Context: an optimization exercise on an open-source flow, tuned for small area. The choices shown serve that exercise and are no tape-out recipe.
At most, simulation tests tie the RTL to the original design; equivalence was not proved.
Function not checked in runs 1, 3 and 4: the RTL went through the layout flow alone.
Power and IR drop assume default switching activity.

[run.sh]
#!/bin/bash
# synth_recipe.tcl (not shown) runs the flow's synth.tcl, then flattens the netlist and writes it again
# the make line also repeats each setting of config.mk as NAME=value (left out here)
make -C /OpenROAD-flow-scripts/flow DESIGN_CONFIG=/design/flow/config.mk WORK_HOME=/design/flow/orfs CLKGATE_MAP_FILE= SYNTH_SCRIPT=/design/flow/synth_recipe.tcl finish
[config.mk]
export PLATFORM = sky130hd
export DESIGN_NAME = core16
export DESIGN_NICKNAME = core16
export VERILOG_FILES = /design/flow/design.v
export SDC_FILE = /design/flow/constraint.sdc
export NUM_CORES = 4
export LEC_CHECK = 0
export CAP_MARGIN = 20
export CORE_MARGIN = 2
export CORE_UTILIZATION = 70
export SLEW_MARGIN = 20
[constraint.sdc]
create_clock -name core_clock -period 9.0 [get_ports {clk}]
set_input_delay 1.8000 -clock core_clock [delete_from_list [all_inputs] [get_ports {clk}]]
set_output_delay 1.8000 -clock core_clock [all_outputs]
set_load 0.01 [all_outputs]
[design.v]
module core16 (
    input  wire        clk,
    input  wire        rst,           
    input  wire [15:0] load_addr,     
    input  wire [15:0] init_pc,       
    output wire        mem_req,
    output wire        mem_we,
    output wire [15:0] mem_addr,
    output wire [7:0]  mem_wdata,
    input  wire        mem_ack,
    input  wire [15:0] mem_rdata,
    output wire        disp_valid,
    output wire [15:0] disp_data,
    output wire        halted,
    output wire        faulted,
    output wire [1:0]  fault_code,
    output wire [16:0] fault_info,
    output wire [15:0] ac_out,
    output reg  [31:0] hits,
    output reg  [31:0] misses
);
    localparam [3:0] OP_START = 4'h0, OP_LOAD = 4'h1, OP_LOADM = 4'h2,
                     OP_STORE = 4'h3, OP_CMPM = 4'h4, OP_CJMP  = 4'h5,
                     OP_JMP   = 4'h6, OP_ADD  = 4'h7, OP_ADDM  = 4'h8,
                     OP_SUB   = 4'h9, OP_SUBM = 4'hA, OP_MUL   = 4'hB,
                     OP_MULM  = 4'hC, OP_DISP = 4'hD, OP_HALT  = 4'hE,
                     OP_BAD   = 4'hF;
    localparam [2:0] S_LOOK  = 3'd0,    
                     S_XFER  = 3'd1,    
                     S_EX    = 3'd2,    
                     S_MUL   = 3'd3,    
                     S_MULW  = 3'd4,    
                     S_HALT  = 3'd5,
                     S_FLTA  = 3'd6,    
                     S_FLTI  = 3'd7;    
    localparam [1:0] P_F0 = 2'd0, P_F1 = 2'd1, P_D0 = 2'd2, P_D1 = 2'd3;
    reg [2:0]  st;
    reg [1:0]  ph;
    reg [3:0]  cnt;
    reg [3:0]  rp;         
    reg        mm;
    reg [16:0] adr;
    reg [16:0] pc;
    reg [15:0] ac;
    reg [15:0] x;
    reg [3:0]  op;
    reg        flag;
    reg [7:0]  valid;
    reg [95:0] tags;       
    assign halted     = (st == S_HALT);
    assign faulted    = (st == S_FLTA) || (st == S_FLTI);
    assign fault_code = {st == S_FLTI, st == S_FLTA};
    assign fault_info = adr;
    assign ac_out     = ac;
    assign disp_data  = ac;
    assign disp_valid = (st == S_EX) && (ph == P_F1) && (op == OP_DISP);
    assign mem_req   = (st == S_XFER);
    assign mem_we    = ph[1] && (op == OP_STORE);
    assign mem_addr  = adr[15:0];
    assign mem_wdata = ph[0] ? ac[15:8] : ac[7:0];
    wire [7:0] rbyte = adr[0] ? mem_rdata[15:8] : mem_rdata[7:0];
    wire [2:0]  idx   = adr[3:1];
    wire [11:0] atag  = adr[15:4];
    wire        abit  = atag[rp];
    wire [7:0]  lbits;
    wire        lbit  = lbits[idx];
    wire        diff  = abit ^ lbit;
    wire        oob   = adr[16];
    wire        look  = (st == S_LOOK) && !oob;
    wire        lend  = look && (cnt == 4'd11);
    wire        hit   = valid[idx] && !mm && !diff;
    wire imm     = (ph == P_F1);
    wire is_mem  = (op == OP_LOADM) || (op == OP_STORE) || (op == OP_CMPM) ||
                   (op == OP_ADDM)  || (op == OP_SUBM)  || (op == OP_MULM);
    wire do_ea   = imm && (is_mem || (op == OP_JMP) || ((op == OP_CJMP) && flag));
    reg  [1:0]  asel;      
    reg         bshift;    
    reg         bgate;     
    reg         binv;      
    reg         cin;
    always @* begin
        asel = 2'd0; bshift = 1'b0; bgate = 1'b0; binv = 1'b0; cin = 1'b0;
        case (st)
            S_XFER: begin asel = 2'd1; cin = 1'b1; end
            S_MUL:  begin asel = 2'd1; bgate = ac[0]; end
            S_MULW: begin asel = 2'd1; end
            S_EX: begin
                if (do_ea) begin
                    asel = 2'd3; bshift = 1'b1; bgate = 1'b1;
                end else begin
                    case (op)
                        OP_LOAD, OP_LOADM, OP_BAD: bgate = 1'b1;
                        OP_ADD, OP_ADDM: begin asel = 2'd2; bgate = 1'b1; end
                        OP_SUB, OP_SUBM: begin asel = 2'd2; bgate = 1'b1; binv = 1'b1; cin = 1'b1; end
                        OP_CMPM:         begin asel = 2'd2; bgate = 1'b1; binv = 1'b1; end
                        default: ;
                    endcase
                end
            end
            default: ;
        endcase
    end
    wire        mask = (st == S_EX) && imm && (op != OP_BAD);
    wire [15:0] xm   = {x[15:12] & {4{!mask}}, x[11:0]};
    wire [15:0] bsrc = bshift ? {xm[14:0], 1'b0} : xm;
    wire [15:0] bb   = (bsrc & {16{bgate}}) ^ {16{binv}};
    reg  [16:0] aa;
    always @* begin
        case (asel)
            2'd1: aa = adr;
            2'd2: aa = {1'b0, ac};
            2'd3: aa = {1'b0, load_addr};
            default: aa = 17'd0;
        endcase
    end
    wire [16:0] y  = aa + {1'b0, bb} + {16'd0, cin};
    wire        gt = ac[15] ^ x[15] ^ y[16];
    genvar gi;
    generate
        for (gi = 0; gi < 8; gi = gi + 1) begin : g_line
            assign lbits[gi] = tags[12*gi];
            always @(posedge clk)
                tags[12*gi +: 12] <= {(look && (idx == gi)) ? abit : tags[12*gi],
                                      tags[12*gi+1 +: 11]};
        end
    endgenerate
    always @(posedge clk)
        if (rst || rp == 4'd11) rp <= 4'd0;
        else                    rp <= rp + 4'd1;
    always @(posedge clk) begin
        if (rst) begin
            st     <= S_LOOK;
            ph     <= P_F0;
            cnt    <= 4'd0;
            adr    <= {1'b0, init_pc};
            ac     <= 16'd0;
            flag   <= 1'b0;
            valid  <= 8'd0;
            hits   <= 32'd0;
            misses <= 32'd0;
        end else begin
            case (st)
                S_LOOK: begin
                    if (oob) begin
                        if (!(ph[1] && (op == OP_STORE))) misses <= misses + 32'd1;
                        st <= S_FLTA;
                    end else begin
                        mm       <= (cnt != 4'd0) && mm || diff;
                        cnt      <= cnt + 4'd1;
                        if (cnt == 4'd11) begin
                            cnt        <= 4'd0;
                            valid[idx] <= 1'b1;
                            if (hit) hits   <= hits + 32'd1;
                            else     misses <= misses + 32'd1;
                            st <= S_XFER;
                        end
                    end
                end
                S_XFER: begin
                    if (mem_ack) begin
                        case (ph)
                            P_F0: begin
                                x[7:0] <= rbyte;
                                adr    <= y;
                                ph     <= P_F1;
                                st     <= S_LOOK;
                            end
                            P_F1: begin
                                x[15:8] <= rbyte;
                                op      <= rbyte[7:4];
                                adr     <= y;
                                pc      <= y;
                                st      <= S_EX;
                            end
                            P_D0: begin
                                x[7:0] <= rbyte;
                                adr    <= y;
                                ph     <= P_D1;
                                st     <= S_LOOK;
                            end
                            default: begin
                                x[15:8] <= rbyte;
                                st      <= S_EX;
                            end
                        endcase
                    end
                end
                S_EX: begin
                    st <= S_LOOK;
                    ph <= P_F0;
                    if (ph == P_D1) adr <= pc;
                    if (imm) x[15:12] <= 4'd0;
                    if (do_ea) begin
                        adr <= y;
                        if (is_mem) ph <= P_D0;
                    end else begin
                        case (op)
                            OP_LOAD, OP_LOADM, OP_ADD, OP_ADDM, OP_SUB, OP_SUBM:
                                ac <= y[15:0];
                            OP_CMPM: flag <= gt;
                            OP_MUL, OP_MULM: begin
                                adr <= y;           
                                st  <= S_MUL;
                                ph  <= ph;
                            end
                            OP_HALT: st <= S_HALT;
                            OP_BAD: begin
                                adr <= y;           
                                st  <= S_FLTI;
                            end
                            default: ;
                        endcase
                    end
                end
                S_MUL: begin
                    adr <= y;
                    ac  <= {1'b0, ac[15:1]};
                    x   <= {x[14:0], 1'b0};
                    cnt <= cnt + 4'd1;
                    if (cnt == 4'd15) st <= S_MULW;
                end
                S_MULW: begin
                    ac  <= y[15:0];
                    adr <= pc;
                    ph  <= P_F0;
                    st  <= S_LOOK;
                end
                default: ;    
            endcase
        end
    end
endmodule
==> impl_metrics.env, run 1 <==
export IMPL_layout_min_cycle_time_ps=5530
export IMPL_rows=47
export IMPL_fin_tns_setup_ps=0
export IMPL_drc=0
export IMPL_grt_max_degree=113
export IMPL_dp_cells=1546
export IMPL_antennaDiodeCount=0
export IMPL_reg2reg_slack_ps=3470
export IMPL_critPathMaxFanout=16
export IMPL_worstSetupPathType="flip-flop to flip-flop"
export IMPL_p_leak_uw=0.00547
export IMPL_worstSetupStartpoint="op[1]"
export IMPL_vias=10200
export IMPL_power_density_nw_per_um2=282
export IMPL_clockBufferDepth=3
export IMPL_cts_resized_gates=0
export IMPL_syn_area_um2=11600
export IMPL_synth_top_cell_by_area="dfxtp_1"
export IMPL_crit_path_end_kind="flip-flop"
export IMPL_cts_root_buffer="clkbuf_16"
export IMPL_grt_ovfl_total=0
export IMPL_first_pass_iters=6
export IMPL_design_power_total_uw=4050
export IMPL_rr_endpoint="flag"
export IMPL_outcome="complete, no violations"
export IMPL_max_cap_violations=0
export IMPL_synth_edf_count=54
export IMPL_crit_path_end="flag"
export IMPL_yosysWarnings=1
export IMPL_tritoncts="done"
export IMPL_r2r_start="op[1]"
export IMPL_grt_first_pass_wirelength_um=51100
export IMPL_die_area_um2=17700
export IMPL_syn_inst=1214
export IMPL_synth_seq_cells=257
export IMPL_viasPerCell=6.39
export IMPL_rsz0062_at_grt="false"
export IMPL_min_path_type="flip-flop to flip-flop"
export IMPL_seq_area_frac_synth_pct=48.9
export IMPL_grt_pass1_vias=9698
export IMPL_wl_per_cell_um=20.8
export IMPL_numPortBuffers=194
export IMPL_clock_skew_ps=9.38
export IMPL_ys_flop_type="dfxtp_1"
export IMPL_syn_avg_cell_area_um2=9.58
export IMPL_antenna_found_initial=0
export IMPL_gp_congestion=0.960
export IMPL_drtIter0Drc=1126
export IMPL_synth_area_top_cells="dfxtp_1 (35%), edfxtp_1 (14%), nor2_1 (4.2%)"
export IMPL_synth_nets=1296
export IMPL_fmax_mhz=181
export IMPL_drive_above_1_share_pct=6.78
export IMPL_nNetsFinal=1436
export IMPL_finalSetupViolations=0
export IMPL_fin_crit_sh_pct=61.4
export IMPL_cts_max_level=1
export IMPL_worst_setup_path_start_kind="flip-flop"
export IMPL_drt_total_wl_um=33000
export IMPL_cp_arrival_ps=5900
export IMPL_core_area_um2=16400
export IMPL_cts_hold_buf=0
export IMPL_async_reset_ff_share_pct=0
export IMPL_area_growth_pct=23.6
export IMPL_ant_nets=0
export IMPL_relSlewSlack_pct=27.6
export IMPL_hold_viol=0
export IMPL_clk_latency_ps=540
export IMPL_final_cells=1592
export IMPL_ioPinCount=195
export IMPL_cts_setup_buffers=0
export IMPL_die_width_um=133
export IMPL_cts_sinks=257
export IMPL_grt_usage_pct=36.1
export IMPL_yosysTopAreaCellShare_pct=34.9
export IMPL_vdd_ir_drop_max_mv=0.274
export IMPL_rr_worst_depth=18
export IMPL_die_h_um=133
export IMPL_ys_types=66
export IMPL_initial_core_util_pct=70.9
export IMPL_drv_slew=0
export IMPL_hpwl_um=21500
export IMPL_tightest_slew_ps=1080
export IMPL_numCtsBuffers=25
export IMPL_clk_pin_slew_ps=70
export IMPL_critPathRequiredTime_ps=9370
## how the worst min path moves through the flow
stage             start  endpoint  slack (ps)  cells after the start
2_1_floorplan   tags[1]   tags[0]         310                      0
3_3_place_gp   tags[38]  tags[37]         310                      0
3_5_place_dp   tags[37]  tags[36]         310                      0
4_1_cts        tags[37]  tags[36]         330                      0
5_1_grt        tags[49]  tags[48]         330                      0
6_report       tags[26]  tags[25]         320                      0
## metal layers
layer,GRT usage [%],part of all wire [%],vias to the layer above
li1,-,-,4549
met1,46.2,38,4801
met3,6.70,10,142
met5,0,0,-
met2,59.9,47,682
met4,16.5,4.9,0
## kinds of logic after synthesis
family                     Yosys count  share of synthesized area, %
xor gates and xnor gates            86                          6.48
and+or+nand+nor                    432                          17.9
muxes                               52                          5.63
adders and majority gates           31                          3.46
AOI/OAI and AO/OA                  220                          12.0
DFF                                257                          48.9
buffers and inverters              136                          5.63
## state kept, by name (all words and copies together), names as in the netlist, named ones only
name,cells
tags,96
cnt,4
op,4
adr,17
x,16
hits,32
mm,1
ac,16
misses,32
flag,1
valid,8
pc,17
st,3
rp,4
ph,2
## where the power goes
part | internal [uW] | switching (uW)
Combinational | 554 | 645
Clock | 708 | 453
Sequential | 1450 | 247
Total | 2710 | 1340
## stage by stage
stage | utilization (%) | hold slack, ps | setup WS (ps) | instance area, um2
after floorplan | - | 310 | 4730 | 11600
after global placement | 81.9 | 310 | 3780 | 13400
after detailed placement | 81.9 | 312 | 3580 | 13400
after CTS | 87.5 | 326 | 3440 | 14400
after global routing | 87.6 | 332 | 3290 | 14400
final | 87.6 | 324 | 3470 | 14400
## area by class of cell
class	count	area, um2
sequential	257	5690
multi-input combinational	821	5300
fill	804	2040
timing repair buffer	204	2020
clock buffer	33	718
tap	220	275
clock inverter	12	200
inverter	45	169
## cell usage after synthesis, drive strengths merged (3+ instances only)
cell type / count
clkbuf: 49
nor3b: 4
or3: 10
o21a: 9
nor2: 131
edfxtp: 54
a221oi: 4
nand3: 30
nand4: 22
a21boi: 3
mux2i: 27
inv: 44
nor4b: 3
a311oi: 8
o211ai: 3
ha: 29
or2: 3
nor3: 33
dfxtp: 203
a22oi: 5
nand2: 116
mux2: 18
nor4: 21
a211oi: 7
and3: 40
buf: 42
a31oi: 13
and2: 7
a21o: 9
xor2: 40
mux4: 7
a221o: 12
a211o: 3
xnor2: 46
a21oi: 74
o21ai: 53
nand2b: 4
## layout by cell type, fill, tap and decap left out, drive strengths merged, types with 21 or more instances in the layout
cell           instances
nor4                  21
nor2                 131
xor2                  40
a21oi                 74
nand2                116
nand4                 22
dfxtp                203
mux2i                 27
nor3                  33
o21ai                 53
xnor2                 46
inv                   46
and3                  40
ha                    29
nand3                 30
clkbuf                33
clkdlybuf4s50        193
edfxtp                54
## critical path, stage by stage (launching register included)
cell and delay, ps:
edfxtp_1 600, nand2b_1 240, a31oi_1 230, nand2_1 140
nor3_1 400, nor2_1 210, nand2_1 660, xor2_1 270
fa_1 290, inv_1 70, fa_1 410, nor2b_1 170
o31a_1 210, o21a_1 210, a21oi_1 90, a211oi_1 520
mux2_2 420, nand4_1 70, o311ai_0 150
==> run 2: changes to the inputs <==
--- a/design.v
+++ b/design.v
@@ -29,7 +29,7 @@
                      S_XFER  = 3'd1,    
                      S_EX    = 3'd2,    
                      S_MUL   = 3'd3,    
-                     S_MULW  = 3'd4,    
+                     S_EA    = 3'd4,    
                      S_HALT  = 3'd5,
                      S_FLTA  = 3'd6,    
                      S_FLTI  = 3'd7;    
@@ -74,19 +74,18 @@
                    (op == OP_ADDM)  || (op == OP_SUBM)  || (op == OP_MULM);
     wire do_ea   = imm && (is_mem || (op == OP_JMP) || ((op == OP_CJMP) && flag));
     reg  [1:0]  asel;      
-    reg         bshift;    
     reg         bgate;     
     reg         binv;      
     reg         cin;
     always @* begin
-        asel = 2'd0; bshift = 1'b0; bgate = 1'b0; binv = 1'b0; cin = 1'b0;
+        asel = 2'd0; bgate = 1'b0; binv = 1'b0; cin = 1'b0;
         case (st)
             S_XFER: begin asel = 2'd1; cin = 1'b1; end
             S_MUL:  begin asel = 2'd1; bgate = ac[0]; end
-            S_MULW: begin asel = 2'd1; end
+            S_EA:   begin asel = 2'd1; bgate = 1'b1; end
             S_EX: begin
                 if (do_ea) begin
-                    asel = 2'd3; bshift = 1'b1; bgate = 1'b1;
+                    asel = 2'd3; bgate = 1'b1;
                 end else begin
                     case (op)
                         OP_LOAD, OP_LOADM, OP_BAD: bgate = 1'b1;
@@ -100,10 +99,9 @@
             default: ;
         endcase
     end
-    wire        mask = (st == S_EX) && imm && (op != OP_BAD);
+    wire        mask = imm && (op != OP_BAD);
     wire [15:0] xm   = {x[15:12] & {4{!mask}}, x[11:0]};
-    wire [15:0] bsrc = bshift ? {xm[14:0], 1'b0} : xm;
-    wire [15:0] bb   = (bsrc & {16{bgate}}) ^ {16{binv}};
+    wire [15:0] bb   = (xm & {16{bgate}}) ^ {16{binv}};
     reg  [16:0] aa;
     always @* begin
         case (asel)
@@ -113,9 +111,35 @@
             default: aa = 17'd0;
         endcase
     end
-    wire [16:0] y  = aa + {1'b0, bb} + {16'd0, cin};
+    wire [16:0] y;
+    wire [16:0] ycar;
+    assign ycar[0] = cin;
+    genvar ai;
+    generate
+        for (ai = 0; ai < 16; ai = ai + 1) begin : g_add
+            assign y[ai]      = aa[ai] ^ bb[ai] ^ ycar[ai];
+            assign ycar[ai+1] = (aa[ai] & bb[ai]) | (ycar[ai] & (aa[ai] ^ bb[ai]));
+        end
+    endgenerate
+    assign y[16] = aa[16] ^ ycar[16];
     wire        gt = ac[15] ^ x[15] ^ y[16];
+    wire inc_hit  = lend && hit;
+    wire inc_miss = (lend && !hit) ||
+                    ((st == S_LOOK) && oob && !(ph[1] && (op == OP_STORE)));
+    wire [32:0] hcar, mcar;
+    assign hcar[0] = inc_hit;
+    assign mcar[0] = inc_miss;
     genvar gi;
+    generate
+        for (gi = 0; gi < 32; gi = gi + 1) begin : g_cnt
+            assign hcar[gi+1] = hcar[gi] & hits[gi];
+            assign mcar[gi+1] = mcar[gi] & misses[gi];
+            always @(posedge clk) begin
+                hits[gi]   <= !rst && (hits[gi] ^ hcar[gi]);
+                misses[gi] <= !rst && (misses[gi] ^ mcar[gi]);
+            end
+        end
+    endgenerate
     generate
         for (gi = 0; gi < 8; gi = gi + 1) begin : g_line
             assign lbits[gi] = tags[12*gi];
@@ -136,13 +160,10 @@
             ac     <= 16'd0;
             flag   <= 1'b0;
             valid  <= 8'd0;
-            hits   <= 32'd0;
-            misses <= 32'd0;
         end else begin
             case (st)
                 S_LOOK: begin
                     if (oob) begin
-                        if (!(ph[1] && (op == OP_STORE))) misses <= misses + 32'd1;
                         st <= S_FLTA;
                     end else begin
                         mm       <= (cnt != 4'd0) && mm || diff;
@@ -150,9 +171,7 @@
                         if (cnt == 4'd11) begin
                             cnt        <= 4'd0;
                             valid[idx] <= 1'b1;
-                            if (hit) hits   <= hits + 32'd1;
-                            else     misses <= misses + 32'd1;
-                            st <= S_XFER;
+                                                        st <= S_XFER;
                         end
                     end
                 end
@@ -189,10 +208,10 @@
                     st <= S_LOOK;
                     ph <= P_F0;
                     if (ph == P_D1) adr <= pc;
-                    if (imm) x[15:12] <= 4'd0;
                     if (do_ea) begin
-                        adr <= y;
-                        if (is_mem) ph <= P_D0;
+                        adr <= y;           
+                        st  <= S_EA;
+                        ph  <= ph;
                     end else begin
                         case (op)
                             OP_LOAD, OP_LOADM, OP_ADD, OP_ADDM, OP_SUB, OP_SUBM:
@@ -212,18 +231,20 @@
                         endcase
                     end
                 end
+                S_EA: begin
+                    adr <= y;               
+                    st  <= S_LOOK;
+                    ph  <= is_mem ? P_D0 : P_F0;
+                end
                 S_MUL: begin
-                    adr <= y;
-                    ac  <= {1'b0, ac[15:1]};
-                    x   <= {x[14:0], 1'b0};
+                    adr <= y[16:1];
+                    ac  <= {y[0], ac[15:1]};
                     cnt <= cnt + 4'd1;
-                    if (cnt == 4'd15) st <= S_MULW;
-                end
-                S_MULW: begin
-                    ac  <= y[15:0];
-                    adr <= pc;
-                    ph  <= P_F0;
-                    st  <= S_LOOK;
+                    if (cnt == 4'd15) begin
+                        adr <= pc;
+                        ph  <= P_F0;
+                        st  <= S_LOOK;
+                    end
                 end
                 default: ;    
             endcase
==> flow/run.sh (new file) <==
#!/bin/bash
# Standard ORFS layout, with smaller port buffers and a leaner clock tree.
set -euo pipefail
export BUFFER_PORTS_ARGS="-buffer_cell sky130_fd_sc_hd__buf_1"
export CTS_ARGS="-sink_clustering_enable -repair_clock_nets -buf_list sky130_fd_sc_hd__clkbuf_4 -dont_use_dummy_load"
bash standard.sh > standard.log 2>&1
==> standard.sh (new file) <==
#!/bin/bash
# synth_recipe.tcl (not shown) runs the flow's synth.tcl, then flattens the netlist and writes it again
# the make line also repeats each setting of config.mk as NAME=value (left out here)
make -C /OpenROAD-flow-scripts/flow DESIGN_CONFIG=/design/flow/config.mk WORK_HOME=/design/flow/orfs CLKGATE_MAP_FILE= SYNTH_SCRIPT=/design/flow/synth_recipe.tcl "${@:-finish}"
--- a/config.mk
+++ b/config.mk
@@ -7,5 +7,5 @@
 export LEC_CHECK = 0
 export CAP_MARGIN = 20
 export CORE_MARGIN = 2
-export CORE_UTILIZATION = 70
+export CORE_UTILIZATION = 55
 export SLEW_MARGIN = 20
removed: run.sh
==> run 2 against run 1 <==
Flip-flop and latch count unchanged. Largest power group unchanged. Critical endpoint is now adr[15]. Largest cell class unchanged. Core utilization fell by 24 points. Worst hold slack got worse by 28 ps. Via count fell by 22%.
==> impl_metrics.env, run 2 <==
export IMPL_die_width_um=145
export IMPL_drtIter0Drc=513
export IMPL_grt_ovfl_total=0
export IMPL_final_cells=1453
export IMPL_area_growth_pct=12.2
export IMPL_yosys_top_cells_count="dfxtp_1 (203), nand2_1 (82), ha_1 (74), nor2_1 (72), nor2b_1 (68)"
export IMPL_synth_nets=1132
export IMPL_yosysWarnings=1
export IMPL_die_area_um2=21100
export IMPL_clockBufferDepth=3
export IMPL_netSwitchingPower_uw=1280
export IMPL_critPathRequiredTime_ps=9350
export IMPL_worstSetupPathType="flip-flop to flip-flop"
export IMPL_max_cap_violations=0
export IMPL_clk_latency_ps=660
export IMPL_worst_setup_path_start_kind="flip-flop"
export IMPL_layout_commonest_cell="dfxtp_1"
export IMPL_outcome="complete, no violations"
export IMPL_critPathMaxFanout=5
export IMPL_min_path_cells=0
export IMPL_largest_registers="tags: 96 flops, hits: 32 flops, misses: 32 flops"
export IMPL_yosysMostFrequentCell="dfxtp_1"
export IMPL_dp_cells=1386
export IMPL_numPortBuffers=194
export IMPL_regMostFlops="tags"
export IMPL_sw_frac_of_total_pct=36.5
export IMPL_syn_inst=991
export IMPL_clk_pin_slew_ps=60
export IMPL_rsz0062_at_grt="false"
export IMPL_final_cell_mix="dfxtp_1 (203), buf_1 (193), nand2_1 (82)"
export IMPL_design_power_total_uw=3510
export IMPL_grt_pass1_vias=7681
export IMPL_rows=51
export IMPL_synth_seq_cells=257
export IMPL_layout_min_cycle_time_ps=8640
export IMPL_rr_endpoint="adr[15]"
export IMPL_fillers=1708
export IMPL_syn_avg_cell_area_um2=11.1
export IMPL_comb_power_share_pct=34.5
export IMPL_cts_sinks=257
export IMPL_finalSetupViolations=0
export IMPL_hpwl_um=18300
export IMPL_tightest_slew_ps=1090
export IMPL_ys_types=61
export IMPL_first_pass_iters=7
export IMPL_power_frac_clock_pct=20.7
export IMPL_async_reset_ff_share_pct=0
export IMPL_die_h_um=145
export IMPL_cts_max_level=3
export IMPL_cts_root_buffer="clkbuf_4"
export IMPL_synth_edf_count=54
export IMPL_syn_area_um2=11000
export IMPL_holdCritStartpoint="tags[77]"
export IMPL_drt_total_wl_um=26000
export IMPL_min_path_type="flip-flop to flip-flop"
export IMPL_rr_worst_depth=26
export IMPL_grt_first_pass_wirelength_um=41300
export IMPL_reg2reg_slack_ps=360
export IMPL_ys_flop_type="dfxtp_1"
export IMPL_ioPinCount=195
export IMPL_seqPwrFrac_pct=44.9
export IMPL_vias=7900
export IMPL_synth_area_top_cells="dfxtp_1 (37%), edfxtp_1 (15%), ha_1 (8.4%)"
export IMPL_drc=0
export IMPL_synth_top_cell_by_area="dfxtp_1"
export IMPL_antenna_found_initial=1
export IMPL_gp_congestion=0.847
export IMPL_clock_skew_ps=62.4
export IMPL_drv_slew=0
export IMPL_vdd_ir_drop_max_mv=0.139
export IMPL_min_to="tags[76]"
export IMPL_crit_path_end_kind="flip-flop"
export IMPL_grt_max_degree=67
export IMPL_tritoncts="done"
export IMPL_drive_above_1_share_pct=14.2
export IMPL_r2r_start="op[2]"
export IMPL_wl_per_cell_um=17.9
export IMPL_fin_tns_setup_ps=0
export IMPL_power_density_nw_per_um2=285
export IMPL_ant_nets=0
export IMPL_hold_viol=0
export IMPL_viasPerCell=5.44
export IMPL_cts_setup_buffers=0
export IMPL_largest_reg_flops=96
export IMPL_fin_crit_sh_pct=96.0
export IMPL_fmax_mhz=116
export IMPL_seq_area_frac_synth_pct=51.8
export IMPL_relSlewSlack_pct=27.1
export IMPL_core_area_um2=19500
export IMPL_nNetsFinal=1330
export IMPL_grt_usage_pct=24.6
export IMPL_initial_core_util_pct=56.2
export IMPL_yosysTopAreaCellShare_pct=37.0
export IMPL_numCtsBuffers=66
export IMPL_p_leak_uw=0.00510
export IMPL_cp_arrival_ps=8990
export IMPL_p_int_uw=2230
run 2: cell types whose count changed after synthesis, moves of 28 or more:
cell     previous run  this run
xnor2_1            46         8
nor2b_1             2        68
and3_1             40         7
ha_1               29        74
o21ai_0            51        23
a21oi_1            74        39
nor2_1            131        72
nand2_1           116        82
run 2: critical path: stages, from the launching register on:
cell and delay (ps):
edfxtp_1 370, or2_2 320, a21o_1 210, and4_1 260, a311o_2 370, nand2_1 80, xor2_1 80, fa_1 440
fa_2 420, fa_2 400, fa_2 400, fa_2 400, fa_2 400, fa_2 400, fa_2 400, fa_1 470
fa_2 410, fa_2 410, fa_2 410, fa_1 430, inv_1 90, fa_1 210, fa_2 230, fa_2 270
xor2_4 110, a221oi_2 270, a21oi_1 100
run 2: logic make-up after synthesis:
| kind of cell | count (synthesis) | share of synthesized area (%) |
|---|---|---|
| muxes | 56 | 6.32 |
| xor gates and xnor gates | 24 | 1.91 |
| adders and majority gates | 90 | 11.3 |
| AOI/OAI and AO/OA | 150 | 9.77 |
| DFF | 257 | 51.8 |
| and+or+nand+nor | 302 | 13.7 |
| buffers and inverters | 112 | 5.18 |
run 2: worst max path at each step:
stage,start,end
finish,op[2],adr[15]
global route,op[3],adr[15]
CTS,op[2],adr[16]
detailed placement,load_addr[0],adr[16]
global placement,load_addr[0],adr[16]
floorplan,load_addr[0],adr[15]
run 2: area by class of cell:
type                            instances  area (um2)  share of cell area (%)
Multi-Input combinational cell        622        4790                    38.9
Timing Repair Buffer                  222         942                    7.65
Antenna cell                            1        2.50                  0.0203
Tap cell                              265         332                    2.69
Clock buffer                           66         495                    4.02
Sequential cell                       257        5690                    46.1
Inverter                               20        75.1                   0.609
run 2: per-layer routing:
layer / vias up / GRT usage (%) / part of all wire, %
met2: 272 / 38.6 / 47
met5: - / 0 / 0
met1: 3745 / 34.1 / 45
met3: 41 / 5.72 / 6.3
met4: 0 / 7.45 / 1.6
li1: 3842 / - / -
run 2: power groups by stage:
stage | Clock [uW] | Sequential, uW | Combinational [uW]
finish | 724 | 1570 | 1210
global route | 809 | 1600 | 1320
CTS | 756 | 1570 | 1190
detailed placement | 0 | 1590 | 1190
global placement | 0 | 1590 | 1190
floorplan | 0 | 1550 | 853
run 2: what timing repair did:
action / CTS / global route
resized for setup: 0 / 6
hold buffers: 0 / 0
endpoints found under the setup margin: 0 / 5
run 2: stage by stage:
| step | hold slack, ps | util (%) | setup slack, ps | cell area, um2 |
|---|---|---|---|---|
| 6_report | 296 | 63.1 | 363 | 12300 |
| 3_3_place_gp | 310 | 60.4 | -369 | 11800 |
| 3_5_place_dp | 312 | 60.4 | -390 | 11800 |
| 2_1_floorplan | 310 | - | 11.6 | 11000 |
| 4_1_cts | 281 | 62.9 | 66.6 | 12300 |
| 5_1_grt | 286 | 63.1 | 22.2 | 12300 |
==> run 3: changes to the inputs <==
--- a/design.v
+++ b/design.v
@@ -47,8 +47,9 @@
     reg        flag;
     reg [7:0]  valid;
     reg [95:0] tags;       
-    assign halted     = (st == S_HALT);
-    assign faulted    = (st == S_FLTA) || (st == S_FLTI);
+    wire       busy;
+    assign halted     = (st == S_HALT) && !busy;
+    assign faulted    = ((st == S_FLTA) || (st == S_FLTI)) && !busy;
     assign fault_code = {st == S_FLTI, st == S_FLTA};
     assign fault_info = adr;
     assign ac_out     = ac;
@@ -126,12 +127,50 @@
     wire inc_hit  = lend && hit;
     wire inc_miss = (lend && !hit) ||
                     ((st == S_LOOK) && oob && !(ph[1] && (op == OP_STORE)));
-    wire [32:0] hcar, mcar;
+    wire [8:0] hcar, mcar;
     assign hcar[0] = inc_hit;
     assign mcar[0] = inc_miss;
+    reg  hp, mp;           
+    reg  hc, mc;           
+    reg  rot, rph, clr;
+    wire rot_start = !rot && (rp == 4'd11) && (hp || mp || clr);
+    wire rot_last  = rot && (rp == 4'd11) && rph;
+    assign busy = rot || hp || mp || clr;
+    always @(posedge clk) begin
+        if (rst) begin
+            rot <= 1'b0;
+            rph <= 1'b0;
+            clr <= 1'b1;
+            hp  <= 1'b0;
+            mp  <= 1'b0;
+        end else begin
+            hp <= (hp && !rot_start) || hcar[8];
+            mp <= (mp && !rot_start) || mcar[8];
+            if (rot_start) begin
+                rot <= 1'b1;
+                rph <= 1'b0;
+                hc  <= hp;
+                mc  <= mp;
+            end
+            if (rot) begin
+                hc <= hc && hits[8];
+                mc <= mc && misses[8];
+                if (rp == 4'd11) rph <= 1'b1;
+                if (rot_last) begin
+                    rot <= 1'b0;
+                    clr <= 1'b0;
+                end
+            end
+        end
+    end
+    always @(posedge clk)
+        if (rot) begin
+            hits[31:8]   <= {!clr && (hits[8] ^ hc), hits[31:9]};
+            misses[31:8] <= {!clr && (misses[8] ^ mc), misses[31:9]};
+        end
     genvar gi;
     generate
-        for (gi = 0; gi < 32; gi = gi + 1) begin : g_cnt
+        for (gi = 0; gi < 8; gi = gi + 1) begin : g_cnt
             assign hcar[gi+1] = hcar[gi] & hits[gi];
             assign mcar[gi+1] = mcar[gi] & misses[gi];
             always @(posedge clk) begin
==> run 3 against run 2 <==
Still clean. Via count shrank 4.1%. Final cell count shrank 6.3%. Synthesized cell count shrank 11%. Maximum frequency grew 0.19%. Critical path depth grew 1. Register-to-register slack gained 20 ps. Synthesized area shrank 1.3%. Global-route usage grew 0.63 points. First-iteration DRC count grew 42%. Die area shrank 1.2%. Core utilization shrank 0.18 points. Critical endpoint is now adr[16]. Largest cell class unchanged. Highest routed layer unchanged.
==> impl_metrics.env, run 3 <==
export IMPL_cts_hold_buf=0
export IMPL_vdd_ir_drop_max_mv=0.137
export IMPL_power_density_nw_per_um2=286
export IMPL_die_width_um=144
export IMPL_crit_path_end_kind="flip-flop"
export IMPL_grt_first_pass_wirelength_um=39500
export IMPL_worstSetupStartpoint="op[0]"
export IMPL_die_h_um=144
export IMPL_min_path_type="flip-flop to flip-flop"
export IMPL_tritoncts="done"
export IMPL_drt_total_wl_um=26100
export IMPL_design_power_total_uw=3490
export IMPL_worst_setup_path_start_kind="flip-flop"
export IMPL_drv_slew=0
export IMPL_viasPerCell=5.56
export IMPL_p_leak_uw=0.00464
export IMPL_clock_skew_ps=60.0
export IMPL_synth_top_cell_by_area="dfxtp_1"
export IMPL_seq_area_frac_synth_pct=58.3
export IMPL_grt_max_degree=63
export IMPL_ys_flop_type="dfxtp_1"
export IMPL_layout_commonest_cell="buf_1"
export IMPL_outcome="complete, no violations"
export IMPL_synth_edf_count=104
export IMPL_grt_ovfl_total=0
export IMPL_fmax_mhz=116
export IMPL_ys_types=68
export IMPL_vias=7575
export IMPL_seqPwrFrac_pct=47.4
export IMPL_fin_tns_setup_ps=0
export IMPL_rows=51
export IMPL_regMostFlops="tags"
export IMPL_r2r_start="op[0]"
export IMPL_core_area_um2=19400
export IMPL_max_cap_violations=0
export IMPL_syn_area_um2=10800
export IMPL_nNetsFinal=1196
export IMPL_clockBufferDepth=3
export IMPL_syn_inst=885
export IMPL_die_area_um2=20900
export IMPL_cts_sinks=264
export IMPL_holdCritStartpoint="tags[57]"
export IMPL_synth_nets=983
export IMPL_rsz0062_at_grt="false"
export IMPL_final_cell_mix="buf_1 (193), dfxtp_1 (159), edfxtp_1 (104)"
export IMPL_hold_viol=0
export IMPL_fillers=1677
export IMPL_ant_nets=0
export IMPL_area_growth_pct=12.6
export IMPL_antenna_found_initial=1
export IMPL_grt_pass1_vias=7212
export IMPL_sw_frac_of_total_pct=35.2
export IMPL_cp_arrival_ps=9110
export IMPL_largest_registers="tags: 96 flops, hits: 32 flops, misses: 32 flops"
export IMPL_critPathMaxFanout=7
export IMPL_first_pass_iters=6
export IMPL_yosysWarnings=1
export IMPL_clk_latency_ps=640
export IMPL_yosysMostFrequentCell="dfxtp_1"
export IMPL_tightest_slew_ps=989
export IMPL_initial_core_util_pct=55.9
export IMPL_synth_area_top_cells="dfxtp_1 (30%), edfxtp_1 (29%), mux2_2 (4.3%)"
export IMPL_p_int_uw=2260
export IMPL_clk_pin_slew_ps=50
export IMPL_ioPinCount=195
export IMPL_power_frac_clock_pct=21.7
export IMPL_drive_above_1_share_pct=17.3
export IMPL_fin_crit_sh_pct=95.8
export IMPL_netSwitchingPower_uw=1230
export IMPL_layout_min_cycle_time_ps=8620
export IMPL_synth_seq_cells=264
export IMPL_critPathRequiredTime_ps=9480
export IMPL_worstSetupPathType="flip-flop to flip-flop"
export IMPL_numPortBuffers=194
export IMPL_relSlewSlack_pct=34.0
export IMPL_yosys_top_cells_count="dfxtp_1 (160), edfxtp_1 (104), nand2_1 (70), nor2_1 (60), mux2_2 (41)"
export IMPL_hpwl_um=18400
export IMPL_gp_congestion=0.920
export IMPL_drtIter0Drc=731
export IMPL_drc=0
export IMPL_cts_max_level=3
export IMPL_syn_avg_cell_area_um2=12.3
export IMPL_yosysTopAreaCellShare_pct=29.5
export IMPL_comb_power_share_pct=30.8
export IMPL_grt_usage_pct=25.2
export IMPL_finalSetupViolations=0
export IMPL_largest_reg_flops=96
export IMPL_numCtsBuffers=71
export IMPL_wl_per_cell_um=19.2
export IMPL_cts_root_buffer="clkbuf_4"
export IMPL_async_reset_ff_share_pct=0
[run 3: cell count changes after synthesis, moves of 17 or more]
cell | before | now
clkbuf_1 | 46 | 28
dfxtp_1 | 203 | 160
a222oi_1 | 0 | 17
ha_1 | 74 | 31
nor2b_1 | 68 | 24
edfxtp_1 | 54 | 104
o22ai_1 | 1 | 18
[run 3: path summary, 6_finish.rpt]
| check | cells past startpoint | end | slack (ps) |
|---|---|---|---|
| worst max-delay path | 27 | adr[16] | 380 |
| worst min register to register | 0 | tags[56] | 280 |
| worst max register to register | 27 | adr[16] | 380 |
| worst min-delay path | 0 | tags[56] | 280 |
[run 3: routing by layer]
layer  part of all wire, %  track usage, %  wire length (um)
met2                    44            38.0             11600
met5                     0               0                 0
met3                   8.7            6.85              2270
met1                    44            34.8             11500
met4                   2.9            9.81               765
[run 3: layout make-up]
cell class / count / area, um2 / share of cell area [%]
timing repair buffer: 224 / 955 / 7.82
sequential: 264 / 6330 / 51.8
inverter: 34 / 128 / 1.05
antenna: 1 / 2.50 / 0.0205
tap: 265 / 332 / 2.72
multi-input combinational: 503 / 3930 / 32.2
clock buffer: 71 / 533 / 4.37
[run 3: cell families after synthesis]
kind of cell | share of synthesized area [%]
flops | 58.3
simple gates | 10.6
compound gates | 9.88
buf+inv | 5.80
mux | 6.87
fa+ha+maj | 6.53
xor+xnor | 1.94
[run 3: critical path, stage by stage (launching register included)]
cell      delay, ps
edfxtp_1        460
nor2b_1         180
o21ba_4         210
o21a_4          240
and2_4          160
a222oi_1        310
inv_1            90
fa_2            390
fa_2            410
fa_2            400
fa_2            410
fa_2            410
fa_2            410
fa_2            410
fa_2            400
fa_1            460
fa_1            470
fa_2            410
fa_2            410
fa_1            420
inv_1            90
fa_1            210
fa_1            220
fa_2            220
buf_4           120
a31oi_1          70
o32a_1          200
a311oi_1        270
[run 3: power by group through the flow]
stage	sequential [uW]	clock (uW)	combinational, uW
4_1_cts	1660	794	1060
3_5_place_dp	1680	0	1060
2_1_floorplan	1620	0	791
5_1_grt	1680	849	1180
6_report	1660	758	1080
3_3_place_gp	1670	0	1060
[run 3: stage by stage]
step           cells  hold WS [ps]  cell area, um2  utilization, %  worst slack [ps]
2_1_floorplan    885           310           10900               -              38.4
3_5_place_dp    1284           312           11600            59.9              -304
6_report        1362           285           12200            62.9               379
5_1_grt         1362           298           12200            62.9              39.5
4_1_cts         1355           280           12100            62.6               112
3_3_place_gp    1284           310           11600            59.9              -251
[run 3: timing repair]
action | 4_1_cts | 5_1_grt
setup endpoints to repair | 0 | 5
gates resized for setup | 0 | 4
setup buffers | 0 | 6
==> run 4: changes to the inputs <==
--- a/config.mk
+++ b/config.mk
@@ -5,6 +5,7 @@
 export SDC_FILE = /design/flow/constraint.sdc
 export NUM_CORES = 4
 export LEC_CHECK = 0
+export ABC_AREA = 1
 export CAP_MARGIN = 20
 export CORE_MARGIN = 2
 export CORE_UTILIZATION = 55
==> run 4 against run 3 <==
Still clean on timing, DRC and antenna. Clock skew is 12 ps lower. Setup slack better by 40 ps. Combinational power is 9% higher. Routed wire length is 1.9% higher. Synthesized area is 2.6% higher. Worst hold slack better by 26 ps. Maximum frequency is 0.46% higher. Non-clock buffer count is 8 lower. Global-route usage is 0.18 points lower. Critical path depth is 6 higher.
==> impl_metrics.env, run 4 <==
export IMPL_cp_arrival_ps=9130
export IMPL_yosysWarnings=1
export IMPL_grt_max_degree=70
export IMPL_fillers=1830
export IMPL_worst_setup_path_start_kind="flip-flop"
export IMPL_tritoncts="done"
export IMPL_tightest_slew_ps=777
export IMPL_min_path_type="flip-flop to flip-flop"
export IMPL_power_density_nw_per_um2=289
export IMPL_seqPwrFrac_pct=46.2
export IMPL_outcome="complete, no violations"
export IMPL_cts_sinks=264
export IMPL_relSlewSlack_pct=48.2
export IMPL_clock_skew_ps=47.7
export IMPL_clockBufferDepth=3
export IMPL_fin_tns_setup_ps=0
export IMPL_synth_top_cell_by_area="dfxtp_1"
export IMPL_first_pass_iters=6
export IMPL_fin_crit_sh_pct=95.3
export IMPL_critPathMaxFanout=6
export IMPL_numCtsBuffers=70
export IMPL_worstSetupPathType="flip-flop to flip-flop"
export IMPL_clk_latency_ps=640
export IMPL_whs_ps=311
export IMPL_core_area_um2=20000
export IMPL_area_growth_pct=12.2
export IMPL_hpwl_um=18900
export IMPL_crit_family="adder cells"
export IMPL_regMostFlops="tags"
export IMPL_p_int_uw=2270
export IMPL_antenna_found_initial=1
export IMPL_hold_viol=0
export IMPL_grt_pass1_vias=8129
export IMPL_critPathRequiredTime_ps=9550
export IMPL_finalSetupViolations=0
export IMPL_crit_path_end_kind="flip-flop"
export IMPL_cpMaxStageDelayCell="edfxtp_1"
export IMPL_drt_total_wl_um=26600
export IMPL_nNetsFinal=1456
export IMPL_p_leak_uw=0.00503
export IMPL_clk_pin_slew_ps=60
export IMPL_grt_first_pass_wirelength_um=42300
export IMPL_viasPerCell=5.23
export IMPL_die_width_um=146
export IMPL_synth_area_top_cells="dfxtp_1 (29%), edfxtp_1 (28%), nand2_1 (7.6%)"
export IMPL_final_util_pct=62.3
export IMPL_fmax_mhz=117
export IMPL_wl_per_cell_um=16.4
export IMPL_drv_slew=0
export IMPL_fin_area_um2=12500
export IMPL_placed_cell_area_um2=11900
export IMPL_synth_edf_count=104
export IMPL_syn_avg_cell_area_um2=9.74
export IMPL_vdd_ir_drop_max_mv=0.155
export IMPL_drc=0
export IMPL_syn_area_um2=11100
export IMPL_cp_common_cell="fa_2"
export IMPL_ioPinCount=195
export IMPL_path_buf_inv=4
export IMPL_cts_max_level=3
export IMPL_layout_min_cycle_time_ps=8580
export IMPL_netSwitchingPower_uw=1340
export IMPL_yosysMostFrequentCell="nand2_1"
export IMPL_die_area_um2=21400
export IMPL_async_reset_ff_share_pct=0
export IMPL_seqCellArea_um2=6330
export IMPL_multi_input_area_um2=3910
export IMPL_drtIter0Drc=604
export IMPL_seq_area_frac_synth_pct=56.9
export IMPL_sw_frac_of_total_pct=37.1
export IMPL_synth_nets=1240
export IMPL_synth_seq_cells=264
export IMPL_grt_usage_pct=25.0
export IMPL_largest_reg_flops=96
export IMPL_power_frac_clock_pct=21.0
export IMPL_ys_flop_type="dfxtp_1"
export IMPL_comb_power_share_pct=32.8
export IMPL_final_cell_mix="nand2_1 (225), buf_1 (193), dfxtp_1 (159)"
export IMPL_drive_above_1_share_pct=12.3
export IMPL_yosysTopAreaCellShare_pct=28.8
export IMPL_yosys_top_cells_count="nand2_1 (226), dfxtp_1 (160), inv_1 (111), edfxtp_1 (104), a21oi_1 (79)"
export IMPL_grt_ovfl_total=0
export IMPL_ant_nets=0
export IMPL_max_stage_delay_ps=510
export IMPL_initial_core_util_pct=55.5
export IMPL_die_h_um=146
export IMPL_largest_registers="tags: 96 flops, hits: 32 flops, misses: 32 flops"
export IMPL_ys_types=46
export IMPL_layout_commonest_cell="nand2_1"
export IMPL_cts_root_buffer="clkbuf_4"
export IMPL_rows=52
export IMPL_syn_inst=1142
export IMPL_vias=8511
export IMPL_numPortBuffers=194
export IMPL_gp_congestion=0.866
export IMPL_max_cap_violations=0
run 4: cell count changes after synthesis, sizes merged, moves of 12 or more:
cell | before | now
nand2 | 72 | 238
inv | 34 | 128
o21ai | 10 | 94
a21oi | 32 | 80
mux2 | 42 | 9
nor2b | 24 | 0
nor2 | 64 | 86
nand3 | 26 | 47
a222oi | 17 | 0
o22ai | 18 | 1
a311oi | 15 | 0
mux2i | 12 | 0
run 4: per-stage QoR:
step / std cells / total power [uW] / worst slack (ps)
floorplan: 1142 / 2500 / 10.6
global placement: 1554 / 2830 / -381
detailed placement: 1554 / 2850 / -431
CTS: 1624 / 3620 / 38.2
global route: 1627 / 3860 / -7.27
finish: 1627 / 3610 / 419
run 4: what timing repair did:
item	4_1_cts	5_1_grt
gates resized for setup	0	14
hold buffers	0	0
setup endpoints to repair	0	9
buffers inserted	0	2
run 4: layout make-up:
type,count,area share [%]
Antenna cell,1,0.0200
Clock buffer,70,4.21
Inverter,130,3.91
Multi-Input combinational cell,676,31.3
Sequential cell,264,50.7
Tap cell,270,2.71
Timing Repair Buffer,216,7.16
run 4: worst paths after layout:
kind             from  endpoint  slack [ps]  depth (start not counted)
max             op[1]    ac[15]         420                         33
min          tags[78]  tags[77]         310                          0
max reg2reg     op[1]    ac[15]         420                         33
min reg2reg  tags[78]  tags[77]         310                          0
run 4: worst register-to-register path: cells and delay by family (launching register included):
kind | cells | cell delay, ps
AO/OA/AOI/OAI | 3 | 340
XOR/XNOR | 1 | 170
adder cells (fa/ha/maj) | 16 | 6410
buffers and inverters | 4 | 330
AND/OR/NAND/NOR | 9 | 790
flip-flops | 1 | 510
run 4: cell families (layout without fill, tap and decap cells):
kind of cell / after synthesis / after routing / synth area share (%)
and+or+nand+nor: 387 / 387 / 15.2
DFF: 264 / 264 / 56.9
AOI/OAI and AO/OA: 217 / 217 / 10.9
buffers and inverters: 202 / 416 / 8.48
adders and majority gates: 47 / 47 / 6.37
xor gates and xnor gates: 16 / 16 / 1.26
muxes: 9 / 9 / 0.911
other: 0 / 1 / 0
run 4: power by group through the flow:
stage	Sequential (uW)	Clock (uW)	Combinational [uW]
floorplan	1670	0	830
global route	1690	847	1320
CTS	1670	789	1170
finish	1670	759	1180
detailed placement	1690	0	1160
global placement	1680	0	1150
run 4: metal layers:
| layer | part of all wire, % | vias to the layer above | global-route usage, % |
|---|---|---|---|
| met3 | 8.3 | 46 | 5.88 |
| met2 | 44 | 367 | 37.1 |
| met4 | 2.1 | 0 | 8.54 |
| li1 | - | 4181 | - |
| met5 | 0 | - | 0 |
| met1 | 46 | 3917 | 36.3 |
==> run 5: changes to the inputs <==
--- a/design.v
+++ b/design.v
@@ -45,8 +45,11 @@
     reg [15:0] x;
     reg [3:0]  op;
     reg        flag;
-    reg [7:0]  valid;
-    reg [95:0] tags;       
+    reg        hp, mp;     
+    reg        hc, mc;     
+    reg        rot, rph;   
+    reg        clr;        
+    reg [103:0] tags;      
     wire       busy;
     assign halted     = (st == S_HALT) && !busy;
     assign faulted    = ((st == S_FLTA) || (st == S_FLTI)) && !busy;
@@ -62,14 +65,14 @@
     wire [7:0] rbyte = adr[0] ? mem_rdata[15:8] : mem_rdata[7:0];
     wire [2:0]  idx   = adr[3:1];
     wire [11:0] atag  = adr[15:4];
-    wire        abit  = atag[rp];
+    wire        abit  = (rp == 4'd12) || atag[rp];    
     wire [7:0]  lbits;
     wire        lbit  = lbits[idx];
     wire        diff  = abit ^ lbit;
     wire        oob   = adr[16];
-    wire        look  = (st == S_LOOK) && !oob;
-    wire        lend  = look && (cnt == 4'd11);
-    wire        hit   = valid[idx] && !mm && !diff;
+    wire        look  = (st == S_LOOK) && !oob && !clr;
+    wire        lend  = look && (cnt == 4'd12);
+    wire        hit   = !mm && !diff;
     wire imm     = (ph == P_F1);
     wire is_mem  = (op == OP_LOADM) || (op == OP_STORE) || (op == OP_CMPM) ||
                    (op == OP_ADDM)  || (op == OP_SUBM)  || (op == OP_MULM);
@@ -127,14 +130,11 @@
     wire inc_hit  = lend && hit;
     wire inc_miss = (lend && !hit) ||
                     ((st == S_LOOK) && oob && !(ph[1] && (op == OP_STORE)));
-    wire [8:0] hcar, mcar;
+    wire [6:0] hcar, mcar;
     assign hcar[0] = inc_hit;
     assign mcar[0] = inc_miss;
-    reg  hp, mp;           
-    reg  hc, mc;           
-    reg  rot, rph, clr;
-    wire rot_start = !rot && (rp == 4'd11) && (hp || mp || clr);
-    wire rot_last  = rot && (rp == 4'd11) && rph;
+    wire rot_start = !rot && (rp == 4'd12) && (hp || mp || clr);
+    wire rot_last  = rot && (rp == 4'd12) && rph;
     assign busy = rot || hp || mp || clr;
     always @(posedge clk) begin
         if (rst) begin
@@ -144,8 +144,8 @@
             hp  <= 1'b0;
             mp  <= 1'b0;
         end else begin
-            hp <= (hp && !rot_start) || hcar[8];
-            mp <= (mp && !rot_start) || mcar[8];
+            hp <= (hp && !rot_start) || hcar[6];
+            mp <= (mp && !rot_start) || mcar[6];
             if (rot_start) begin
                 rot <= 1'b1;
                 rph <= 1'b0;
@@ -153,9 +153,9 @@
                 mc  <= mp;
             end
             if (rot) begin
-                hc <= hc && hits[8];
-                mc <= mc && misses[8];
-                if (rp == 4'd11) rph <= 1'b1;
+                hc <= hc && hits[6];
+                mc <= mc && misses[6];
+                if (rp == 4'd12) rph <= 1'b1;
                 if (rot_last) begin
                     rot <= 1'b0;
                     clr <= 1'b0;
@@ -165,12 +165,12 @@
     end
     always @(posedge clk)
         if (rot) begin
-            hits[31:8]   <= {!clr && (hits[8] ^ hc), hits[31:9]};
-            misses[31:8] <= {!clr && (misses[8] ^ mc), misses[31:9]};
+            hits[31:6]   <= {!clr && (hits[6] ^ hc), hits[31:7]};
+            misses[31:6] <= {!clr && (misses[6] ^ mc), misses[31:7]};
         end
     genvar gi;
     generate
-        for (gi = 0; gi < 8; gi = gi + 1) begin : g_cnt
+        for (gi = 0; gi < 6; gi = gi + 1) begin : g_cnt
             assign hcar[gi+1] = hcar[gi] & hits[gi];
             assign mcar[gi+1] = mcar[gi] & misses[gi];
             always @(posedge clk) begin
@@ -181,14 +181,14 @@
     endgenerate
     generate
         for (gi = 0; gi < 8; gi = gi + 1) begin : g_line
-            assign lbits[gi] = tags[12*gi];
+            assign lbits[gi] = tags[13*gi];
             always @(posedge clk)
-                tags[12*gi +: 12] <= {(look && (idx == gi)) ? abit : tags[12*gi],
-                                      tags[12*gi+1 +: 11]};
+                tags[13*gi +: 13] <= {!clr && ((look && (idx == gi)) ? abit : tags[13*gi]),
+                                      tags[13*gi+1 +: 12]};
         end
     endgenerate
     always @(posedge clk)
-        if (rst || rp == 4'd11) rp <= 4'd0;
+        if (rst || rp == 4'd12) rp <= 4'd0;
         else                    rp <= rp + 4'd1;
     always @(posedge clk) begin
         if (rst) begin
@@ -198,19 +198,17 @@
             adr    <= {1'b0, init_pc};
             ac     <= 16'd0;
             flag   <= 1'b0;
-            valid  <= 8'd0;
         end else begin
             case (st)
                 S_LOOK: begin
                     if (oob) begin
                         st <= S_FLTA;
-                    end else begin
+                    end else if (!clr) begin
                         mm       <= (cnt != 4'd0) && mm || diff;
                         cnt      <= cnt + 4'd1;
-                        if (cnt == 4'd11) begin
-                            cnt        <= 4'd0;
-                            valid[idx] <= 1'b1;
-                                                        st <= S_XFER;
+                        if (cnt == 4'd12) begin
+                            cnt <= 4'd0;
+                            st  <= S_XFER;
                         end
                     end
                 end
==> flow/run.sh (replaced) <==
#!/bin/bash
# Standard ORFS layout, with smaller port buffers and a leaner clock tree.
set -euo pipefail
export BUFFER_PORTS_ARGS="-buffer_cell sky130_fd_sc_hd__buf_1"
export CTS_ARGS="-sink_clustering_enable -repair_clock_nets -buf_list sky130_fd_sc_hd__clkbuf_4 -sink_clustering_size 10 -sink_clustering_max_diameter 40 -dont_use_dummy_load"
bash standard.sh > standard.log 2>&1
--- a/config.mk
+++ b/config.mk
@@ -5,7 +5,6 @@
 export SDC_FILE = /design/flow/constraint.sdc
 export NUM_CORES = 4
 export LEC_CHECK = 0
-export ABC_AREA = 1
 export CAP_MARGIN = 20
 export CORE_MARGIN = 2
 export CORE_UTILIZATION = 55
==> run 5 against run 4 <==
Via count decreased by 13%. Critical path depth decreased by 10. Power decreased by 21%. Synthesized area decreased by 4.2%. Flip-flop and latch count unchanged. Critical path type is now primary input to flip-flop. Largest cell class unchanged. Largest power group unchanged.
==> impl_metrics.env, run 5 <==
export IMPL_outcome="complete, no violations"
export IMPL_synth_seq_cells=264
export IMPL_die_h_um=143
export IMPL_synth_edf_count=108
export IMPL_async_reset_ff_share_pct=0
export IMPL_grt_ovfl_total=0
export IMPL_clockBufferDepth=3
export IMPL_critPathMaxFanout=4
export IMPL_core_area_um2=18800
export IMPL_numCtsBuffers=39
export IMPL_synth_top_cell_by_area="edfxtp_1"
export IMPL_clk_pin_slew_ps=100
export IMPL_fmax_mhz=117
export IMPL_die_width_um=143
export IMPL_synth_nets=956
export IMPL_yosys_top_cells_count="dfxtp_1 (156), edfxtp_1 (108), nand2_1 (76), nor2_1 (52), a21oi_1 (48)"
export IMPL_ioPinCount=195
export IMPL_power_density_nw_per_um2=242
export IMPL_largest_reg_flops=104
export IMPL_largest_registers="tags: 104 flops, hits: 32 flops, misses: 32 flops"
export IMPL_clock_skew_ps=78.6
export IMPL_fin_crit_sh_pct=95.2
export IMPL_tritoncts="done"
export IMPL_grt_pass1_vias=7173
export IMPL_area_growth_pct=10.8
export IMPL_synth_area_top_cells="edfxtp_1 (30%), dfxtp_1 (29%), mux2_2 (3.4%)"
export IMPL_wl_per_cell_um=19.6
export IMPL_regMostFlops="tags"
export IMPL_drive_above_1_share_pct=13.9
export IMPL_yosysTopAreaCellShare_pct=30.4
export IMPL_worst_setup_path_start_kind="primary input"
export IMPL_first_pass_iters=8
export IMPL_grt_first_pass_wirelength_um=38900
export IMPL_relSlewSlack_pct=33.6
export IMPL_layout_min_cycle_time_ps=8560
export IMPL_hpwl_um=18000
export IMPL_cts_hold_buf=0
export IMPL_whs_ps=329
export IMPL_gp_congestion=0.888
export IMPL_final_cell_mix="buf_1 (193), dfxtp_1 (155), edfxtp_1 (108)"
export IMPL_cts_root_buffer="clkbuf_4"
export IMPL_max_cap_violations=0
export IMPL_clk_latency_ps=640
export IMPL_p_leak_uw=0.00439
export IMPL_syn_avg_cell_area_um2=12.3
export IMPL_vias=7412
export IMPL_seq_area_frac_synth_pct=59.8
export IMPL_syn_inst=868
export IMPL_drt_total_wl_um=25600
export IMPL_fin_tns_setup_ps=0
export IMPL_critPathRequiredTime_ps=9440
export IMPL_ys_types=63
export IMPL_design_power_total_uw=2860
export IMPL_drv_slew=0
export IMPL_fillers=1555
export IMPL_rsz0062_at_grt="false"
export IMPL_syn_area_um2=10700
export IMPL_worstSetupPathType="primary input to flip-flop"
export IMPL_grt_max_degree=69
export IMPL_hold_viol=0
export IMPL_placed_cell_area_um2=11400
export IMPL_rows=50
export IMPL_vdd_ir_drop_max_mv=0.155
export IMPL_fin_area_um2=11800
export IMPL_finalSetupViolations=0
export IMPL_die_area_um2=20500
export IMPL_antenna_found_initial=1
export IMPL_cp_arrival_ps=9000
export IMPL_tightest_slew_ps=994
export IMPL_cts_max_level=2
export IMPL_yosysMostFrequentCell="dfxtp_1"
export IMPL_nNetsFinal=1139
export IMPL_grt_usage_pct=24.8
export IMPL_ys_flop_type="dfxtp_1"
export IMPL_min_path_type="flip-flop to flip-flop"
export IMPL_numPortBuffers=194
export IMPL_yosysWarnings=1
export IMPL_final_util_pct=62.7
export IMPL_cts_sinks=264
export IMPL_crit_path_end_kind="flip-flop"
export IMPL_drc=0
export IMPL_initial_core_util_pct=56.6
export IMPL_drtIter0Drc=672
export IMPL_layout_commonest_cell="buf_1"
export IMPL_viasPerCell=5.66
export IMPL_ant_nets=0
-- run 5: changes by cell type after synthesis, moves of 17 or more --
| cell | previous run | this run |
|---|---|---|
| nand2_1 | 226 | 76 |
| inv_1 | 111 | 34 |
| o21ai_0 | 60 | 22 |
| a21oi_1 | 79 | 48 |
| o21ai_1 | 32 | 2 |
| mux2_2 | 9 | 32 |
| nor2_1 | 75 | 52 |
| nor2b_1 | 0 | 21 |
| nand3_1 | 45 | 25 |
| inv_2 | 17 | 0 |
| mux2i_1 | 0 | 17 |
-- run 5: final timing paths --
check | slack (ps) | endpoint | startpoint | cells past startpoint
max | 440 | adr[14] | load_addr[0] | 23
min | 330 | tags[78] | tags[79] | 0
max reg2reg | 460 | adr[14] | op[0] | 26
min reg2reg | 330 | tags[78] | tags[79] | 0
-- run 5: timing repair --
action | CTS | global route
hold endpoints to repair | 0 | 0
resized for setup | 0 | 9
setup endpoints to repair | 0 | 8
setup buffers | 0 | 4
-- run 5: cell families (layout without fill, tap and decap cells) --
| logic type | count (synthesis) | in the layout | synth area share [%] |
|---|---|---|---|
| other | 0 | 1 | 0 |
| XOR/XNOR | 21 | 21 | 1.73 |
| AND/OR/NAND/NOR | 219 | 219 | 9.95 |
| buffers and inverters | 114 | 295 | 5.65 |
| AO/OA/AOI/OAI | 156 | 156 | 11.0 |
| multiplexers | 57 | 57 | 6.42 |
| adder cells (fa/ha/maj) | 37 | 37 | 5.47 |
| flip-flops | 264 | 264 | 59.8 |
-- run 5: worst max-delay path, stage by stage --
cell and delay, ps:
buf_1 70, a222oi_1 290, inv_1 100, fa_2 370, fa_1 470, fa_1 470, fa_2 440, fa_2 410
fa_2 420, fa_2 410, fa_2 400, fa_2 410, fa_2 400, fa_2 400, fa_2 400, fa_1 410
inv_1 90, fa_1 200, fa_1 210, fa_2 470, inv_1 90, a22oi_1 70, a31oi_1 180
-- run 5: area by class of cell --
cell class	instances	area (um2)	share of cell area, %
Antenna cell	1	2.50	0.0212
Timing Repair Buffer	222	952	8.07
Multi-Input combinational cell	490	3740	31.7
Tap cell	260	325	2.76
Inverter	34	128	1.08
Clock buffer	39	293	2.48
Sequential cell	264	6370	53.9
-- run 5: per-stage QoR --
step	setup WS, ps	cells
after floorplan	21.9	868
after global placement	-262	1265
after detailed placement	-359	1266
after CTS	140	1305
after global routing	19.3	1310
final	435	1310
-- run 5: report_power, final --
| part | switching (uW) | internal, uW | leakage [uW] | total [uW] |
|---|---|---|---|---|
| Clock | 356 | 199 | 0.000179 | 555 |
| Sequential | 120 | 1350 | 0.00225 | 1470 |
| Combinational | 524 | 315 | 0.00196 | 839 |
| Total | 1000 | 1860 | 0.00439 | 2860 |
-- run 5: metal layers --
layer | wire (um) | track usage [%] | vias up | part of all wire, %
met4 | 519 | 7.82 | 0 | 2.0
met1 | 11200 | 33.9 | 3548 | 44
li1 | - | - | 3448 | -
met3 | 2370 | 6.64 | 43 | 9.2
met2 | 11600 | 38.9 | 373 | 45
met5 | 0 | 0 | - | 0
==> run 6: changes to the inputs <==
==> flow/run.sh (replaced) <==
#!/bin/bash
# Standard ORFS layout with: an area-oriented ABC script in the standard
# synthesis, smaller port buffers and a leaner clock tree.
set -euo pipefail
export FLOW_WORK=$PWD
export AREA_ABC_SCRIPT=$PWD/flow/abc_area.script
export BUFFER_PORTS_ARGS="-buffer_cell sky130_fd_sc_hd__buf_1"
export CTS_ARGS="-sink_clustering_enable -repair_clock_nets -buf_list sky130_fd_sc_hd__clkbuf_4 -sink_clustering_size 10 -sink_clustering_max_diameter 40 -dont_use_dummy_load"
sed "s#SYNTH_SCRIPT=[^ ]*#SYNTH_SCRIPT=$PWD/flow/synth_wrap.tcl#" standard.sh > own.sh
grep -q "synth_wrap.tcl" own.sh
bash own.sh > standard.log 2>&1
==> flow/abc_area.script (new file) <==
&get -n
&st
&deepsyn -J 100 -T 0
&dch -f
&nf -a
&put
topo
stime -c
==> flow/synth_wrap.tcl (new file) <==
# The standard synthesis (synth_recipe.tcl), with its ABC mapping script
# swapped for an area-oriented one. Registers are mapped before ABC runs,
# so they are the same as the standard synthesis's.
proc abc {args} {
  set i [lsearch -exact $args -script]
  if {$i >= 0} {
    set args [lreplace $args [expr {$i + 1}] [expr {$i + 1}] $::env(AREA_ABC_SCRIPT)]
  }
  yosys abc {*}$args
}
source $::env(FLOW_WORK)/synth_recipe.tcl
==> run 6 against run 5 <==
Final cell count is 7.6% lower. Die area is 8.7% lower. Core utilization is 1.5 points higher. Critical path type is now flip-flop to flip-flop.
==> impl_metrics.env, run 6 <==
export IMPL_clk_latency_ps=650
export IMPL_core_area_um2=17300
export IMPL_async_reset_ff_share_pct=0
export IMPL_first_pass_iters=9
export IMPL_cts_root_buffer="clkbuf_4"
export IMPL_fmax_mhz=116
export IMPL_clock_skew_ps=91.0
export IMPL_die_h_um=137
export IMPL_syn_area_um2=9700
export IMPL_ioPinCount=195
export IMPL_ant_nets=0
export IMPL_r2r_start="op[2]"
export IMPL_reg2reg_slack_ps=340
export IMPL_power_density_nw_per_um2=263
export IMPL_grt_max_degree=74
export IMPL_rr_endpoint="adr[15]"
export IMPL_cts_hold_buf=0
export IMPL_cts_sinks=264
export IMPL_fin_tns_setup_ps=0
export IMPL_synth_seq_cells=264
export IMPL_synth_edf_count=108
export IMPL_drive_above_1_share_pct=9.65
export IMPL_numCtsBuffers=39
export IMPL_grt_ovfl_total=0
export IMPL_numPortBuffers=194
export IMPL_synth_nets=842
export IMPL_area_growth_pct=14.4
export IMPL_min_path_cells=0
export IMPL_yosysTopAreaCellShare_pct=33.4
export IMPL_layout_commonest_cell="buf_1"
export IMPL_ys_types=45
export IMPL_rr_worst_depth=27
export IMPL_syn_inst=754
export IMPL_hold_viol=0
export IMPL_tritoncts="done"
export IMPL_relSlewSlack_pct=28.7
export IMPL_rsz0062_at_grt="false"
export IMPL_yosysMostFrequentCell="dfxtp_1"
export IMPL_holdCritStartpoint="tags[90]"
export IMPL_cts_max_level=2
export IMPL_max_stage_delay_ps=470
export IMPL_rows=48
export IMPL_regMostFlops="tags"
export IMPL_largest_registers="tags: 104 flops, hits: 32 flops, misses: 32 flops"
export IMPL_outcome="complete, no violations"
export IMPL_nNetsFinal=1074
export IMPL_grt_usage_pct=24.5
export IMPL_clk_pin_slew_ps=90
export IMPL_viasPerCell=5.75
export IMPL_yosys_top_cells_count="dfxtp_1 (156), edfxtp_1 (108), nor2_1 (51), clkinv_1 (41), nand2_1 (41)"
export IMPL_worstSetupPathType="flip-flop to flip-flop"
export IMPL_drc=0
export IMPL_largest_reg_flops=104
export IMPL_cp_arrival_ps=9080
export IMPL_whs_ps=317
export IMPL_clockBufferDepth=3
export IMPL_path_buf_inv=2
export IMPL_syn_avg_cell_area_um2=12.9
export IMPL_critPathRequiredTime_ps=9420
export IMPL_grtUsageMet1_pct=30.6
export IMPL_grt_use_met3_pct=5.63
export IMPL_fin_crit_sh_pct=96.2
export IMPL_yosysWarnings=1
export IMPL_synth_top_cell_by_area="edfxtp_1"
export IMPL_p_leak_uw=0.00403
export IMPL_die_width_um=137
export IMPL_drv_slew=0
export IMPL_vias=6959
export IMPL_finalSetupViolations=0
export IMPL_worst_setup_path_start_kind="flip-flop"
export IMPL_met2_usage_pct=40.8
run 6: area by class of cell:
cell class                      count  area, um2
Sequential cell                   264       6370
Tap cell                          225        282
Clock buffer                       39        293
Fill cell                        1401       6200
Multi-Input combinational cell    416       3050
Inverter                           41        154
Timing Repair Buffer              224        955
Antenna cell                        1       2.50
run 6: where the power goes:
group	leakage (uW)	switching [uW]	total (uW)	internal (uW)
sequential	0.00225	122	1470	1350
clock	0.000179	362	562	200
combinational	0.00160	535	889	354
run 6: worst register-to-register path, delay by kind of cell (launching register included):
family          cells  cell delay [ps]
compound gates      6             1010
fa+ha+maj          16             6190
buf+inv             2              240
flops               1              470
simple gates        3              570
run 6: what timing repair did:
action                     CTS  global route
setup endpoints to repair    1             8
pin swaps                    1             6
gates resized for setup      0            13
cloned                       0             0
setup buffers                1             2
run 6: worst max-delay path by stage:
stage | end | cells after the start | slack, ps | startpoint
2_1_floorplan | adr[15] | 22 | 10 | load_addr[0]
3_3_place_gp | adr[14] | 23 | -330 | load_addr[0]
3_5_place_dp | adr[14] | 23 | -470 | load_addr[0]
4_1_cts | adr[14] | 27 | 6 | op[0]
5_1_grt | adr[15] | 27 | 20 | op[2]
6_report | adr[15] | 27 | 340 | op[2]
run 6: cell families (layout without fill, tap and decap cells):
group	count (synthesis)	in the layout	share of synthesized area [%]
adder cells (fa/ha/maj)	37	37	6.01
other	0	1	0
buffers and inverters	74	304	4.14
flip-flops	264	264	65.6
XOR/XNOR	8	8	0.722
AND/OR/NAND/NOR	182	182	9.12
AO/OA/AOI/OAI	167	167	11.9
multiplexers	22	22	2.53
run 6: metal layers:
layer | part of all wire, % | vias up
li1 | - | 3212
met1 | 39 | 3320
met2 | 48 | 354
met3 | 9.1 | 73
met4 | 3.7 | 0
met5 | 0 | -
run 6: through the flow:
| step | cell area, um2 | power (uW) | utilization (%) | std cells | setup WS (ps) |
|---|---|---|---|---|---|
| 3_5_place_dp | 10700 | 2350 | 62.0 | 1167 | -467 |
| 2_1_floorplan | 9750 | 2040 | - | 754 | 9.79 |
| 3_3_place_gp | 10700 | 2330 | 62.0 | 1167 | -335 |
| 6_report | 11100 | 2920 | 64.2 | 1210 | 344 |
| 5_1_grt | 11100 | 3070 | 64.2 | 1210 | 23.0 |
| 4_1_cts | 11000 | 2910 | 63.7 | 1207 | 6.19 |

## afterwards: timing with drivers on the ports
No port has a modelled driver above. Below, the same layouts with a new extraction and two added sets of constraints. Step 1, drivers: a clkbuf_16 drives clk and a buf_2 each remaining input, both assumed. Step 2 times the ports against the registers' clock, not the clock port: input delays grow and output delays shrink by t, the midpoint of the rising clock arrivals with the driver on. a / b / c = ideal ports / drivers / drivers and shift; a / b = the first two.
run | shift t [ns] | setup WS [ns]
run 1 | 0.581 | 3.470 / 3.470 / 3.470
run 2 | 0.667 | 0.363 / 0.363 / -0.175
run 3 | 0.653 | 0.379 / 0.379 / -0.177
run 4 | 0.655 | 0.419 / 0.419 / -0.103
run 5 | 0.635 | 0.435 / 0.442 / -0.193
run 6 | 0.645 | 0.344 / 0.344 / -0.178
Met with ideal ports but missed after step 2: setup timing in 5 of these runs.
